Context: an optimization exercise on an open-source flow, tuned for small area, a short achievable clock period and few clock cycles. The choices shown serve that exercise and are no tape-out recipe.
Function was checked by simulation only, so behaviour that the tests miss may differ from the original.
No activity file was given, so power comes from the tool's default toggle rates.

== oak ==
// vu128_codec
module vu128_codec (
    input  wire         clk,
    input  wire         rst,
    input  wire         req_valid,
    output wire         req_ready,
    input  wire [7:0]   req_op,
    input  wire [127:0] req_a,
    input  wire [15:0]  req_off,
    input  wire [15:0]  req_len,
    output reg          rsp_valid,
    output reg  [2:0]   rsp_status,
    output wire         rsp_trunc,
    output wire [127:0] rsp_r,
    output reg  [4:0]   rsp_n,
    output reg          mem_valid,
    output reg          mem_we,
    output reg  [15:0]  mem_addr,
    output reg  [7:0]   mem_wdata,
    input  wire         mem_ready,
    input  wire [7:0]   mem_rdata
);
    localparam [2:0] ST_OK       = 3'd0,
                     ST_CAPACITY = 3'd1,
                     ST_SHORT    = 3'd2,
                     ST_WIDTH    = 3'd3,
                     ST_ILLEGAL  = 3'd4;
    assign rsp_trunc = 1'b0;
    reg         rdy;                     
    reg         s_prep, s_enc, s_dec0, s_decn, s_map, s_clr;
    reg [2:0]   pst;         
    reg [127:0] R;
    reg [16:0]  room;        
    reg [2:0]   wc_q;
    reg [4:0]   wth;         
    reg         fid, fze, fzd, fb32, fb64;
    reg         sgn_q;       
    reg         dmap;        
    reg [4:0]   cnt;         
    reg [4:0]   nlen;        
    reg [1:0]   wsel;        
    reg [15:0]  islot;       
    reg [2:0]   imed;        
    reg [8:0]   rem;         
    reg         tw;          
    assign req_ready = rdy;
    assign rsp_r     = R;
    wire [1:0] r_cls = req_op[7:6];
    wire [2:0] r_wc  = req_op[2:0];
    wire       r_w23 = (r_wc == 3'd2) || (r_wc == 3'd3);
    wire       r_legal = ~req_op[5] & (r_wc <= 3'd4) &
  ...
clock: 8.0 ns
lec_check: 0
abc_clock_period_in_ps: 3000
cap_margin: 20
core_margin: 2
core_utilization: 25
place_density: 0.5
setup_slack_margin: 5
slew_margin: 20
run.sh (not shown) runs the stock make flow with config.mk's settings and CLKGATE_MAP_FILE= SYNTH_SCRIPT=/design/flow/synth_recipe.tcl, a recipe that flattens the netlist after the stock synthesis.
Testbench counts of oak, summed over its fixed seeds: cycles 30,997.
The following lists how pine was set up differently from oak:
# oak
export LEC_CHECK = 0
export ABC_CLOCK_PERIOD_IN_PS = 3000
export CAP_MARGIN = 20
export CORE_MARGIN = 2
export CORE_UTILIZATION = 25
export PLACE_DENSITY = 0.5
export SETUP_SLACK_MARGIN = 5
export SLEW_MARGIN = 20
create_clock -name core_clock -period 8.0 [get_ports {clk}]
# pine
export LEC_CHECK = 0
export ABC_CLOCK_PERIOD_IN_PS = 3000
export CAP_MARGIN = 20
export CORE_MARGIN = 2
export CORE_UTILIZATION = 40
export PLACE_DENSITY = 0.6
export SETUP_SLACK_MARGIN = 5
export SLEW_MARGIN = 20
create_clock -name core_clock -period 8.0 [get_ports {clk}]
[summary]
[diff] aggregate routed wire length, pine relative to oak: improvement. Compared with oak, pine shows max-slew headroom at the worst pin lower by 0.28 points. The die of pine is smaller than the one used in oak. Width of the die: pine vs oak down 21%. Per the comparison of pine with oak, power dropped 1.8%, length in cells of the worst reg-to-reg path dropped 1, cell depth of the worst hold path dropped 1. Placed instance count, pine vs oak: down by more than 10%. The hold slack was comparable across oak and pine. The fraction of layout instances using a drive strength above 1 of pine is higher than that of oak. When the final numbers for oak and pine were put side by side, the proportion of total power due to net switching turned out to be greater in oak.

========
Setup of lane 1:
vu128_codec, a different RTL version from the one above (not shown whole).
Size: ~230 flip-flops, about 350 I/O pins, roughly 20000 um^2 of cells after synthesis.
export LEC_CHECK = 0
export ABC_CLOCK_PERIOD_IN_PS = 3500
export CAP_MARGIN = 20
export CORE_MARGIN = 2
export CORE_UTILIZATION = 50
export PLACE_DENSITY = 0.7
export SETUP_SLACK_MARGIN = 4.4
export SLEW_MARGIN = 20
create_clock -name core_clock -period 8.0 [get_ports {clk}]
standard.sh (not shown) runs the stock make flow with config.mk's settings and CLKGATE_MAP_FILE= SYNTH_SCRIPT=/design/flow/synth_recipe.tcl, a recipe that flattens the netlist after the stock synthesis.
==> flow/flow/run.sh <==
#!/bin/bash
# The standard layout (standard.sh, its synthesis unchanged), with the
# ports buffered by plain buffers instead of the delay cells buffer_ports
# picks by default. make's output, which holds every tool's output, goes to
# standard_flow.log; ORFS keeps each step's own log under orfs/logs/.
set -euo pipefail
bash standard.sh 'BUFFER_PORTS_ARGS=-buffer_cell sky130_fd_sc_hd__buf_1' finish > standard_flow.log 2>&1
Testbench counts of lane 1, summed over its fixed seeds: cycles 28,309.
Edits applied to the flow inputs when going from lane 1 to lane 2:
- CORE_UTILIZATION changed from 50 to 40
- PLACE_DENSITY changed from 0.7 to 0.6
==> notes.md <==
[diff] wire length reported by the detailed router, lane 2 relative to lane 1: regression. The post-route met1 wirelength in lane 2 is 1.09 times that in lane 1. Diff lane 2 and lane 1: growth of design area from synthesis to finish lower in lane 1. | number of antenna repair diodes | higher: lane 1 |. Placed instance area in lane 2 vs lane 1: up 0.78%. In lane 2, the register-to-register setup slack came out 80 ps above the value in lane 1. Looking only at proportion of power drawn by the clock network, and setting everything else aside, the lower value of lane 2 and lane 1 goes to lane 1. Changes observed in lane 2 relative to lane 1: post-CTS setup buffer count increased by 3 relative to the old numbers; clock power increased by about 10% relative to the old numbers.

==> static timing again, ports no longer ideal <==
Ports are ideal in the flow. The routed layouts listed here were re-timed in OpenROAD.
Step 1 sets driving cells, clkbuf_16 on the clock port and buf_2 on the other inputs (assumed; they add their load-dependent delay and slew).
Step 2 moves the port delays by t, midway between the first and last clock arrival at a register: inputs arrive t later, outputs are due t later. That takes back most of the time a late clock gives input paths.
Slacks: ideal / step 1 / step 2; pairs: ideal / step 1.
| run | t (ns) | slack for setup (ns) | hold WS [ns] | clock arrival spread, ns | worst data-port slew with drivers (ns) |
|---|---|---|---|---|---|
| oak | 0.627 | 4.608 / 4.571 / 3.944 | 0.553 / 0.553 / 0.553 | 0.048 / 0.048 | 0.11 |
| pine | 0.653 | 4.599 / 4.626 / 3.974 | 0.553 / 0.553 / 0.553 | 0.020 / 0.021 | 0.07 |
| lane 1 | 0.663 | 4.395 / 4.396 / 3.733 | 0.553 / 0.553 / 0.553 | 0.034 / 0.035 | 0.10 |
| lane 2 | 0.647 | 4.337 / 4.379 / 3.731 | 0.558 / 0.558 / 0.558 | 0.035 / 0.035 | 0.07 |
After both steps setup and hold are still met in every run listed. The setup slack of oak, which loses most, moves by -0.037 ns with the drivers and by -0.664 ns with both steps.
